What follows belongs to an exercise in optimizing a design on an open flow for small area and few clock cycles; a production flow would make more cautious choices. RTL that was checked went through simulation tests only; none was proved equivalent to the original. Power is estimated from default activity; no workload was simulated.

==> inputs of branch sierra <==
==> flow/design.v <==
module uhf_core (
    input  wire        clk,
    input  wire        rst,
    input  wire        op_valid,
    output wire        op_ready,
    input  wire [7:0]  op_code,
    input  wire [7:0]  op_adr,
    input  wire [7:0]  op_cmd,
    input  wire [7:0]  op_len,
    input  wire [7:0]  op_rxlen,
    input  wire        in_valid,
    output reg         in_ready,
    input  wire [7:0]  in_data,
    output reg         out_valid,
    input  wire        out_ready,
    output reg  [7:0]  out_data,
    output reg         done,
    output reg  [2:0]  err,
    output reg  [7:0]  erroff,
    output reg  [7:0]  erridx,
    output wire [15:0] crc,
    output wire [7:0]  radr,
    output wire [7:0]  rcmd,
    output wire [7:0]  rplen,
    output wire [19:0] lowkhz,
    output wire [19:0] highkhz,
    output wire [7:0]  power,
    output wire [7:0]  scan,
    output wire [1:0]  mode,
    output wire        proto,
    output wire        buzz,
    output wire        awidth,
    output wire [1:0]  iface,
    output wire [2:0]  bank,
    output wire [7:0]  offs,
    output wire [7:0]  wlen,
    output wire [7:0]  filt,
    output wire [7:0]  eas,
    output wire [7:0]  offt,
    output wire        wgord,
    output wire        wgfmt,
    output wire [7:0]  wgivl,
    output wire [7:0]  wgpw,
    output wire [7:0]  wgpp
);
    localparam [2:0] E_NONE  = 3'd0;
    localparam [2:0] E_CSUM  = 3'd1;
    localparam [2:0] E_TRUNC = 3'd2;
    localparam [2:0] E_RANGE = 3'd3;
    localparam [2:0] E_FSHRT = 3'd5;
    localparam [2:0] E_RSHRT = 3'd6;
    localparam [2:0] E_ILLEG = 3'd7;
    localparam [2:0] S_IDLE = 3'd0;
    localparam [2:0] S_FIN  = 3'd1;    
    localparam [2:0] S_RECV = 3'd2;    
    localparam [2:0] S_HDR  = 3'd4;    
    localparam [2:0] S_PAY  = 3'd5;    
    localparam [2:0] S_TRL  = 3'd6;    
    function [15:0] crc_step;
        input [15:0] c_in;
        input [7:0]  b;
        integer k;
        reg [15:0] c;
        begin
            c = c_in ^ {8'h00, b};
            for (k = 0; k < 8; k = k + 1)
                c = c[0] ? ((c >> 1) ^ 16'h8408) : (c >> 1);
            crc_step = c;
        end
    endfunction
    function [7:0] inc8;
        input [7:0] a;
        integer i;
        reg c;
        begin
            c = 1'b1;
            for (i = 0; i < 8; i = i + 1) begin
                inc8[i] = a[i] ^ c;
                c = c & a[i];
            end
        end
    endfunction
    function [7:0] dec8;
        input [7:0] a;
        integer i;
        reg c;
        begin
            c = 1'b1;
            for (i = 0; i < 8; i = i + 1) begin
                dec8[i] = a[i] ^ c;
                c = c & ~a[i];
            end
        end
    endfunction
    function [15:0] add16;
        input [15:0] a, b;
        integer i;
        reg c;
        begin
            c = 1'b0;
            for (i = 0; i < 16; i = i + 1) begin
                add16[i] = a[i] ^ b[i] ^ c;
                c = (a[i] & b[i]) | (a[i] & c) | (b[i] & c);
            end
        end
    endfunction
    function [19:0] khz;
        input [7:0] x;
        begin
            khz = {add16(add16({8'd0, x}, 16'hDC5C), add16({5'd0, x, 3'd0}, {4'd0, x, 4'd0})), 4'b1000};
        end
    endfunction
    reg [2:0]  state;
    reg [2:0]  op_r;      
    reg [7:0]  rem;       
    reg [7:0]  cnt;       
    reg        trunc;     
    reg        bad_lo;    
    reg [15:0] crc_r;
    reg [7:0]  b0, b1, b4, b5, b6, b7, b8, b9, b10, b11, b12, b13, b14;
    reg [1:0]  b3;
    wire is_dec = op_r[2] ? (op_r != 3'd7) : (op_r == 3'd3);
    wire last   = (rem == 8'd1);
    wire tail   = (rem == 8'd2) || last;
    wire s_idle = (state == S_IDLE);
    wire s_fin  = (state == S_FIN);
    wire s_recv = (state == S_RECV);
    wire s_hdr  = (state == S_HDR);
    wire s_pay  = (state == S_PAY);
    wire s_trl  = (state == S_TRL);
    wire can_acc = s_idle || s_fin || (s_recv && is_dec && last) || (s_trl && cnt[0]);
    assign op_ready = s_idle || s_fin || (s_recv && is_dec && last && in_valid) ||
                      (s_trl && cnt[0] && out_ready);
    wire accept = op_valid && op_ready;
    wire op_hi0 = (op_code[7:3] == 5'd0);
    wire op_ok  = op_hi0 && (op_code[2:0] != 3'd0) && (op_code[2:0] != 3'd7) &&
                  !((op_code[2:0] == 3'd2) && (op_len[7:2] == 6'h3F));
    wire op_dec = op_hi0 && (op_code[2] ? !(op_code[1] && op_code[0]) : (op_code[1] && op_code[0]));
    wire [7:0] hdr_byte = cnt[1] ? b1 : (cnt[0] ? b0 : {inc8({2'b00, rem[7:2]}), rem[1:0]});
    always @(*) begin
        in_ready  = s_recv || (s_pay && out_ready);
        out_valid = s_hdr || s_trl || (s_pay && in_valid);
        case (state)
            S_HDR:   out_data = hdr_byte;
            S_TRL:   out_data = cnt[0] ? crc_r[15:8] : crc_r[7:0];
            default: out_data = in_data;
        endcase
    end
    wire in_fire  = in_valid && in_ready;
    wire out_fire = out_valid && out_ready;
    wire        crc_sel = op_valid && can_acc;
    wire [15:0] crc_nx  = crc_step(crc_sel ? 16'hFFFF : crc_r,
                                   crc_sel ? op_rxlen : (s_hdr ? hdr_byte : in_data));
    always @(posedge clk) begin
        if (rst) begin
            state <= S_IDLE;
        end else if (accept) begin
            op_r   <= op_ok ? op_code[2:0] : 3'd0;
            rem    <= op_len;
            cnt    <= 8'd0;
            trunc  <= (op_len != op_rxlen);
            bad_lo <= 1'b0;
            crc_r  <= op_dec ? crc_nx : 16'hFFFF;
            if (!op_ok)
                state <= S_FIN;
            else if (op_code == 8'd2)
                state <= S_HDR;
            else if (op_len == 8'd0)
                state <= S_FIN;
            else
                state <= S_RECV;
        end else begin
            case (state)
                S_FIN: state <= S_IDLE;
                S_RECV: if (in_fire) begin
                    rem <= dec8(rem);
                    cnt <= inc8(cnt);
                    if (!is_dec || !tail)
                        crc_r <= crc_nx;
                    if (rem == 8'd2)
                        bad_lo <= (in_data != crc_r[7:0]);
                    if (last)
                        state <= is_dec ? S_IDLE : S_FIN;
                end
                S_HDR: if (out_fire) begin
                    crc_r <= crc_nx;
                    cnt   <= inc8(cnt);
                    if (cnt[1]) begin
                        cnt   <= 8'd0;
                        state <= (rem == 8'd0) ? S_TRL : S_PAY;
                    end
                end
                S_PAY: if (out_fire) begin
                    crc_r <= crc_nx;
                    rem   <= dec8(rem);
                    if (last)
                        state <= S_TRL;
                end
                S_TRL: if (out_fire) begin
                    cnt <= inc8(cnt);
                    if (cnt[0])
                        state <= S_IDLE;
                end
                default: state <= S_IDLE;
            endcase
        end
    end
    always @(posedge clk) begin
        if (accept && op_code == 8'd2) begin
            b0 <= op_adr;
            b1 <= op_cmd;
        end else if (s_recv && in_fire && cnt[7:4] == 4'd0) begin
            case (cnt[3:0])
                4'd0:  b0  <= in_data;
                4'd1:  b1  <= in_data;
                4'd3:  b3  <= in_data[1:0];
                4'd4:  b4  <= in_data;
                4'd5:  b5  <= in_data;
                4'd6:  b6  <= in_data;
                4'd7:  b7  <= in_data;
                4'd8:  b8  <= in_data;
                4'd9:  b9  <= in_data;
                4'd10: b10 <= in_data;
                4'd11: b11 <= in_data;
                4'd12: b12 <= in_data;
                4'd13: b13 <= in_data;
                4'd14: b14 <= in_data;
                default: ;
            endcase
        end
    end
    always @(*) begin
        done = s_fin || (s_recv && is_dec && last && in_valid) ||
               (s_trl && cnt[0] && out_ready);
    end
    wire csum_bad = bad_lo || (in_data != crc_r[15:8]);
    always @(*) begin
        err    = E_NONE;
        erroff = 8'h00;
        erridx = 8'h00;
        if (op_r == 3'd0)
            err = E_ILLEG;
        else if (is_dec) begin
            if (trunc)
                err = E_TRUNC;
            else if ((cnt[7:2] == 6'd0 && !(cnt[1] && cnt[0])))
                err = E_FSHRT;
            else if (csum_bad)
                err = E_CSUM;
            else if (op_r == 3'd5 && (cnt[7:4] == 4'd0 && !(cnt[3] && cnt[2])))
                err = E_RSHRT;
            else if (op_r == 3'd6) begin
                if ((cnt[7:4] == 4'd0))
                    err = E_RSHRT;
                else if ((b7[7:2] != 6'd0)) begin
                    err = E_RANGE; erroff = 8'd7; erridx = b7;
                end else if (b8[4] && b8[1]) begin
                    err = E_RANGE; erroff = 8'd8; erridx = 8'd3;
                end else if ((b9[7:3] != 5'd0 || b9[2:0] == 3'd7)) begin
                    err = E_RANGE; erroff = 8'd9; erridx = b9;
                end
            end
        end
    end
    assign crc     = crc_r;
    assign radr    = b0;
    assign rcmd    = b1;
    assign rplen   = dec8(dec8(dec8(cnt)));
    assign highkhz = khz(b7);
    assign lowkhz  = khz(b8);
    assign power   = b9;
    assign scan    = b10;
    assign mode    = b7[1:0];
    assign proto   = b8[0];
    assign buzz    = b8[2];
    assign awidth  = b8[3];
    assign iface   = {b8[4], b8[1]};
    assign bank    = b9[2:0];
    assign offs    = b10;
    assign wlen    = b11;
    assign filt    = b12;
    assign eas     = b13;
    assign offt    = b14;
    assign wgord   = b3[1];
    assign wgfmt   = b3[0];
    assign wgivl   = b4;
    assign wgpw    = b5;
    assign wgpp    = b6;
endmodule
==> flow/flow/run.sh <==
#!/bin/bash
# The standard ORFS layout (the standard.sh), with two changes: every port
# still gets its own buffer, but of the smallest buffer cell, and the clock
# tree is built without dummy loads.
set -euo pipefail
bash standard.sh \
    "BUFFER_PORTS_ARGS=-buffer_cell sky130_fd_sc_hd__buf_1" \
    "CTS_ARGS=-sink_clustering_enable -repair_clock_nets -dont_use_dummy_load -buf_list sky130_fd_sc_hd__clkbuf_2 sky130_fd_sc_hd__clkbuf_4" \
    finish > make.log 2>&1
==> flow/standard.sh <==
#!/bin/bash
# synth_recipe.tcl (not shown) runs the flow's synth.tcl, then flattens the netlist and writes it again
# the make line also repeats each setting of config.mk as NAME=value (left out here)
make -C /OpenROAD-flow-scripts/flow DESIGN_CONFIG=/design/flow/config.mk WORK_HOME=/design/flow/orfs CLKGATE_MAP_FILE= SYNTH_SCRIPT=/design/flow/synth_recipe.tcl "${@:-finish}"
==> flow/config.mk <==
export PLATFORM = sky130hd
export DESIGN_NAME = uhf_core
export DESIGN_NICKNAME = uhf_core
export VERILOG_FILES = /design/flow/design.v
export SDC_FILE = /design/flow/constraint.sdc
export NUM_CORES = 4
export LEC_CHECK = 0
export CAP_MARGIN = 20
export CORE_MARGIN = 2
export CORE_UTILIZATION = 40
export CTS_BUF_LIST = sky130_fd_sc_hd__clkbuf_2 sky130_fd_sc_hd__clkbuf_4
export SLEW_MARGIN = 20
==> flow/constraint.sdc <==
create_clock -name core_clock -period 10.0 [get_ports {clk}]
set_input_delay 2.0000 -clock core_clock [delete_from_list [all_inputs] [get_ports {clk}]]
set_output_delay 2.0000 -clock core_clock [all_outputs]
set_load 0.01 [all_outputs]
==> branch lagoon: changes against branch sierra <==
--- a/flow/design.v
+++ b/flow/design.v
@@ -105,8 +105,14 @@
         end
     endfunction
-    function [19:0] khz;
+    function [15:0] khz16;
         input [7:0] x;
-        begin
-            khz = {add16(add16({8'd0, x}, 16'hDC5C), add16({5'd0, x, 3'd0}, {4'd0, x, 4'd0})), 4'b1000};
+        reg [15:0] a, b, k, s, cy;
+        begin
+            a  = {8'd0, x};
+            b  = {5'd0, x, 3'd0};
+            k  = 16'hDC5C;
+            s  = a ^ b ^ k;
+            cy = ((a & b) | (a & k) | (b & k)) << 1;
+            khz16 = add16(add16(s, cy), {4'd0, x, 4'd0});
         end
     endfunction
@@ -120,4 +126,6 @@
     reg [7:0]  b0, b1, b4, b5, b6, b7, b8, b9, b10, b11, b12, b13, b14;
     reg [1:0]  b3;
+    wire is_info = (op_r == 3'd5);
+    wire [15:0] khz_in = khz16(in_data);
     wire is_dec = op_r[2] ? (op_r != 3'd7) : (op_r == 3'd3);
     wire last   = (rem == 8'd1);
@@ -137,5 +145,5 @@
                   !((op_code[2:0] == 3'd2) && (op_len[7:2] == 6'h3F));
     wire op_dec = op_hi0 && (op_code[2] ? !(op_code[1] && op_code[0]) : (op_code[1] && op_code[0]));
-    wire [7:0] hdr_byte = cnt[1] ? b1 : (cnt[0] ? b0 : {inc8({2'b00, rem[7:2]}), rem[1:0]});
+    wire [7:0] hdr_byte = cnt[0] ? (cnt[1] ? b1 : {inc8({2'b00, rem[7:2]}), rem[1:0]}) : b0;
     always @(*) begin
         in_ready  = s_recv || (s_pay && out_ready);
@@ -158,5 +166,5 @@
             op_r   <= op_ok ? op_code[2:0] : 3'd0;
             rem    <= op_len;
-            cnt    <= 8'd0;
+            cnt    <= 8'hFD;
             trunc  <= (op_len != op_rxlen);
             bad_lo <= 1'b0;
@@ -186,6 +194,5 @@
                     crc_r <= crc_nx;
                     cnt   <= inc8(cnt);
-                    if (cnt[1]) begin
-                        cnt   <= 8'd0;
+                    if (cnt[1] && cnt[0]) begin
                         state <= (rem == 8'd0) ? S_TRL : S_PAY;
                     end
@@ -210,20 +217,26 @@
             b0 <= op_adr;
             b1 <= op_cmd;
-        end else if (s_recv && in_fire && cnt[7:4] == 4'd0) begin
-            case (cnt[3:0])
-                4'd0:  b0  <= in_data;
-                4'd1:  b1  <= in_data;
-                4'd3:  b3  <= in_data[1:0];
-                4'd4:  b4  <= in_data;
-                4'd5:  b5  <= in_data;
-                4'd6:  b6  <= in_data;
-                4'd7:  b7  <= in_data;
-                4'd8:  b8  <= in_data;
-                4'd9:  b9  <= in_data;
-                4'd10: b10 <= in_data;
-                4'd11: b11 <= in_data;
-                4'd12: b12 <= in_data;
-                4'd13: b13 <= in_data;
-                4'd14: b14 <= in_data;
+        end else if (s_recv && in_fire) begin
+            case (cnt)
+                8'hFD: b0  <= in_data;
+                8'hFE: b1  <= in_data;
+                8'h00: b3  <= in_data[1:0];
+                8'h01: b4  <= in_data;
+                8'h02: b5  <= in_data;
+                8'h03: b6  <= in_data;
+                8'h04: begin
+                    b7 <= in_data;
+                    if (is_info) {b12, b11} <= khz_in;
+                end
+                8'h05: begin
+                    b8 <= in_data;
+                    if (is_info) {b14, b13} <= khz_in;
+                end
+                8'h06: b9  <= in_data;
+                8'h07: b10 <= in_data;
+                8'h08: if (!is_info) b11 <= in_data;
+                8'h09: if (!is_info) b12 <= in_data;
+                8'h0A: if (!is_info) b13 <= in_data;
+                8'h0B: if (!is_info) b14 <= in_data;
                 default: ;
             endcase
@@ -244,12 +257,12 @@
             if (trunc)
                 err = E_TRUNC;
-            else if ((cnt[7:2] == 6'd0 && !(cnt[1] && cnt[0])))
+            else if ((cnt[7:2] == 6'h3F))
                 err = E_FSHRT;
             else if (csum_bad)
                 err = E_CSUM;
-            else if (op_r == 3'd5 && (cnt[7:4] == 4'd0 && !(cnt[3] && cnt[2])))
+            else if (op_r == 3'd5 && (cnt[7:4] == 4'd0 && !(cnt[3] && (cnt[2] || cnt[1] || cnt[0]))))
                 err = E_RSHRT;
             else if (op_r == 3'd6) begin
-                if ((cnt[7:4] == 4'd0))
+                if (cnt[7:4] == 4'd0 && !(cnt[3] && cnt[2] && (cnt[1] || cnt[0])))
                     err = E_RSHRT;
                 else if ((b7[7:2] != 6'd0)) begin
@@ -266,7 +279,7 @@
     assign radr    = b0;
     assign rcmd    = b1;
-    assign rplen   = dec8(dec8(dec8(cnt)));
-    assign highkhz = khz(b7);
-    assign lowkhz  = khz(b8);
+    assign rplen   = cnt;
+    assign highkhz = {b12, b11, 4'b1000};
+    assign lowkhz  = {b14, b13, 4'b1000};
     assign power   = b9;
     assign scan    = b10;
==> flow/flow/run.sh (replaced) <==
#!/bin/bash
# The standard layout (standard.sh) with these changes:
#  - synthesis: the standard flow's synthesis script, with an area-oriented final ABC
#    mapping and without the separate half/full-adder cell mapping;
#  - every port still gets its own buffer, of the smallest buffer cell;
#  - the clock tree is built from small clock buffers, without dummy loads.
set -euo pipefail
here=$(pwd)
export FLOW_SYNTH_TCL="$here/synth_recipe.tcl"
export AREA_ABC_SCRIPT="$here/flow/area.abc"
bash standard.sh \
    "SYNTH_SCRIPT=$here/flow/synth.tcl" \
    "ADDER_MAP_FILE=" \
    "BUFFER_PORTS_ARGS=-buffer_cell sky130_fd_sc_hd__buf_1" \
    "CTS_ARGS=-sink_clustering_enable -repair_clock_nets -dont_use_dummy_load -sink_clustering_size 30 -sink_clustering_max_diameter 150 -buf_list {sky130_fd_sc_hd__clkbuf_8}" \
    finish > make.log 2>&1
==> flow/flow/area.abc (new file) <==
&get -n
&st
&dch
&nf -R 1000
&put
==> flow/flow/synth.tcl (new file) <==
# The standard synthesis (synth_recipe.tcl, sourced unchanged), with one
# change: the final technology mapping uses an area-oriented ABC script
# (flow/area.abc) and no delay target. Registers, their names and cell types
# are untouched.
proc abc {args} {
  set i [lsearch -exact $args -script]
  if {$i >= 0} { set args [lreplace $args $i [expr {$i + 1}] -script $::env(AREA_ABC_SCRIPT)] }
  set j [lsearch -exact $args -D]
  if {$j >= 0} { set args [lreplace $args $j [expr {$j + 1}]] }
  yosys abc {*}$args
}
source $::env(FLOW_SYNTH_TCL)
CTS_BUF_LIST = unset   (was sky130_fd_sc_hd__clkbuf_2 sky130_fd_sc_hd__clkbuf_4)
==> branch quartz: changes against branch sierra <==
--- a/flow/design.v
+++ b/flow/design.v
@@ -107,6 +107,12 @@
     function [19:0] khz;
         input [7:0] x;
-        begin
-            khz = {add16(add16({8'd0, x}, 16'hDC5C), add16({5'd0, x, 3'd0}, {4'd0, x, 4'd0})), 4'b1000};
+        reg [15:0] a, b, k, s, cy;
+        begin
+            a  = {8'd0, x};
+            b  = {5'd0, x, 3'd0};
+            k  = 16'hDC5C;
+            s  = a ^ b ^ k;
+            cy = ((a & b) | (a & k) | (b & k)) << 1;
+            khz = {add16(add16(s, cy), {4'd0, x, 4'd0}), 4'b1000};
         end
     endfunction
@@ -137,5 +143,5 @@
                   !((op_code[2:0] == 3'd2) && (op_len[7:2] == 6'h3F));
     wire op_dec = op_hi0 && (op_code[2] ? !(op_code[1] && op_code[0]) : (op_code[1] && op_code[0]));
-    wire [7:0] hdr_byte = cnt[1] ? b1 : (cnt[0] ? b0 : {inc8({2'b00, rem[7:2]}), rem[1:0]});
+    wire [7:0] hdr_byte = cnt[0] ? (cnt[1] ? b1 : {inc8({2'b00, rem[7:2]}), rem[1:0]}) : b0;
     always @(*) begin
         in_ready  = s_recv || (s_pay && out_ready);
@@ -158,5 +164,5 @@
             op_r   <= op_ok ? op_code[2:0] : 3'd0;
             rem    <= op_len;
-            cnt    <= 8'd0;
+            cnt    <= 8'hFD;
             trunc  <= (op_len != op_rxlen);
             bad_lo <= 1'b0;
@@ -186,6 +192,5 @@
                     crc_r <= crc_nx;
                     cnt   <= inc8(cnt);
-                    if (cnt[1]) begin
-                        cnt   <= 8'd0;
+                    if (cnt[1] && cnt[0]) begin
                         state <= (rem == 8'd0) ? S_TRL : S_PAY;
                     end
@@ -210,20 +215,20 @@
             b0 <= op_adr;
             b1 <= op_cmd;
-        end else if (s_recv && in_fire && cnt[7:4] == 4'd0) begin
-            case (cnt[3:0])
-                4'd0:  b0  <= in_data;
-                4'd1:  b1  <= in_data;
-                4'd3:  b3  <= in_data[1:0];
-                4'd4:  b4  <= in_data;
-                4'd5:  b5  <= in_data;
-                4'd6:  b6  <= in_data;
-                4'd7:  b7  <= in_data;
-                4'd8:  b8  <= in_data;
-                4'd9:  b9  <= in_data;
-                4'd10: b10 <= in_data;
-                4'd11: b11 <= in_data;
-                4'd12: b12 <= in_data;
-                4'd13: b13 <= in_data;
-                4'd14: b14 <= in_data;
+        end else if (s_recv && in_fire) begin
+            case (cnt)
+                8'hFD: b0  <= in_data;
+                8'hFE: b1  <= in_data;
+                8'h00: b3  <= in_data[1:0];
+                8'h01: b4  <= in_data;
+                8'h02: b5  <= in_data;
+                8'h03: b6  <= in_data;
+                8'h04: b7  <= in_data;
+                8'h05: b8  <= in_data;
+                8'h06: b9  <= in_data;
+                8'h07: b10 <= in_data;
+                8'h08: b11 <= in_data;
+                8'h09: b12 <= in_data;
+                8'h0A: b13 <= in_data;
+                8'h0B: b14 <= in_data;
                 default: ;
             endcase
@@ -244,12 +249,12 @@
             if (trunc)
                 err = E_TRUNC;
-            else if ((cnt[7:2] == 6'd0 && !(cnt[1] && cnt[0])))
+            else if ((cnt[7:2] == 6'h3F))
                 err = E_FSHRT;
             else if (csum_bad)
                 err = E_CSUM;
-            else if (op_r == 3'd5 && (cnt[7:4] == 4'd0 && !(cnt[3] && cnt[2])))
+            else if (op_r == 3'd5 && (cnt[7:4] == 4'd0 && !(cnt[3] && (cnt[2] || cnt[1] || cnt[0]))))
                 err = E_RSHRT;
             else if (op_r == 3'd6) begin
-                if ((cnt[7:4] == 4'd0))
+                if (cnt[7:4] == 4'd0 && !(cnt[3] && cnt[2] && (cnt[1] || cnt[0])))
                     err = E_RSHRT;
                 else if ((b7[7:2] != 6'd0)) begin
@@ -266,5 +271,5 @@
     assign radr    = b0;
     assign rcmd    = b1;
-    assign rplen   = dec8(dec8(dec8(cnt)));
+    assign rplen   = cnt;
     assign highkhz = khz(b7);
     assign lowkhz  = khz(b8);
==> flow/flow/run.sh (replaced) <==
#!/bin/bash
# The standard ORFS layout (the standard.sh), with two changes: every port
# still gets its own buffer, but of the smallest buffer cell, and the clock
# tree is built from small clock buffers without dummy loads.
set -euo pipefail
bash standard.sh \
    "BUFFER_PORTS_ARGS=-buffer_cell sky130_fd_sc_hd__buf_1" \
    "CTS_ARGS=-sink_clustering_enable -repair_clock_nets -dont_use_dummy_load -buf_list {sky130_fd_sc_hd__clkbuf_2 sky130_fd_sc_hd__clkbuf_4 sky130_fd_sc_hd__clkbuf_8}" \
    finish > make.log 2>&1
CTS_BUF_LIST = unset   (was sky130_fd_sc_hd__clkbuf_2 sky130_fd_sc_hd__clkbuf_4)
==> summary of the runs <==
In combinational power, branch lagoon is at 5.2 times the value of branch quartz. Critical path depth: branch quartz is higher than branch lagoon (9). In branch quartz the clock skew is higher than in branch lagoon, by 0.017 ns. Sequential power: branch quartz is smaller than branch lagoon (about 16%). Against branch lagoon, the fmax of branch quartz is lower by about 12%. Against branch quartz, the via count of branch lagoon is smaller by about 2%. Of branch quartz and branch lagoon, branch quartz has the higher die area (gap about 12%, measured against branch lagoon). Branch quartz passed the timing, design-rule and antenna checks. Branch lagoon finished with timing, DRC and antenna clean. Branch sierra did not get past clock tree synthesis with STA-0564.
==> figures <==
|  | branch sierra | branch quartz | branch lagoon |
|---|---|---|---|
| Status | aborted with a tool error | no timing/DRC/antenna violations | no timing/DRC/antenna violations |
| Stage where the flow stopped | clock tree synthesis | - | - |
| Overall power after layout | - | 1.16 mW | 1.82 mW |
| Sink Count | - | 146 | 143 |
| Combinational gate power | - | 124 uW | 647 uW |
| Switching pwr | - | 280 uW | 666 uW |
| Most Crowded Layer GR | - | met2 | met2 |
| Buffer count excluding the clock tree in the final layout | - | 255 | 264 |
| WHS Endpoint | - | cnt[7] | state[0] |
| Uppermost layer routed | - | met5 | met4 |
| Clock network latency to the later pin of the worst-skew pair | - | 0.46 ns | 0.45 ns |
| Sequential cell power | - | 695 uW | 829 uW |
| FF-to-FF setup slack | - | 5.87 ns | 5.87 ns |
| Leading cell type in the layout, fill and taps excluded | - | sky130_fd_sc_hd__buf_1 | sky130_fd_sc_hd__buf_1 |
| Fraction of synthesized cell area in xor and xnor cells | 4.67% | 4.49% | 9.41% |
| Drt via density | - | 5.21 | 5.22 |
Testbench counts of branch lagoon, summed over its fixed seeds: cycles 34,925.
Testbench counts of branch quartz, summed over its fixed seeds: cycles 34,925.
No functional check of the RTL was part of branch sierra.

[separate check: timing with driven ports]
No port has a modelled driver above. Below, the same layouts with a new extraction and two added sets of constraints.
Step 1, drivers: a clkbuf_16 drives clk and a buf_2 each remaining input, both assumed.
Step 2 also shifts input and output timing later by t, the mid clock arrival at the registers, as if the neighbouring blocks saw the same clock.
Slacks: ideal ports / drivers / drivers and shift; pairs: ideal ports / drivers.
run	shift t [ns]	setup WS [ns]	cell pins on the clock port's net
branch lagoon	0.478	3.497 / 3.474 / 3.474	1
branch quartz	0.473	2.580 / 2.543 / 3.015	1
After both steps every run listed still meets setup and hold. The setup slack of branch lagoon, which loses most, moves by -0.023 ns with the drivers and by -0.023 ns with both steps.
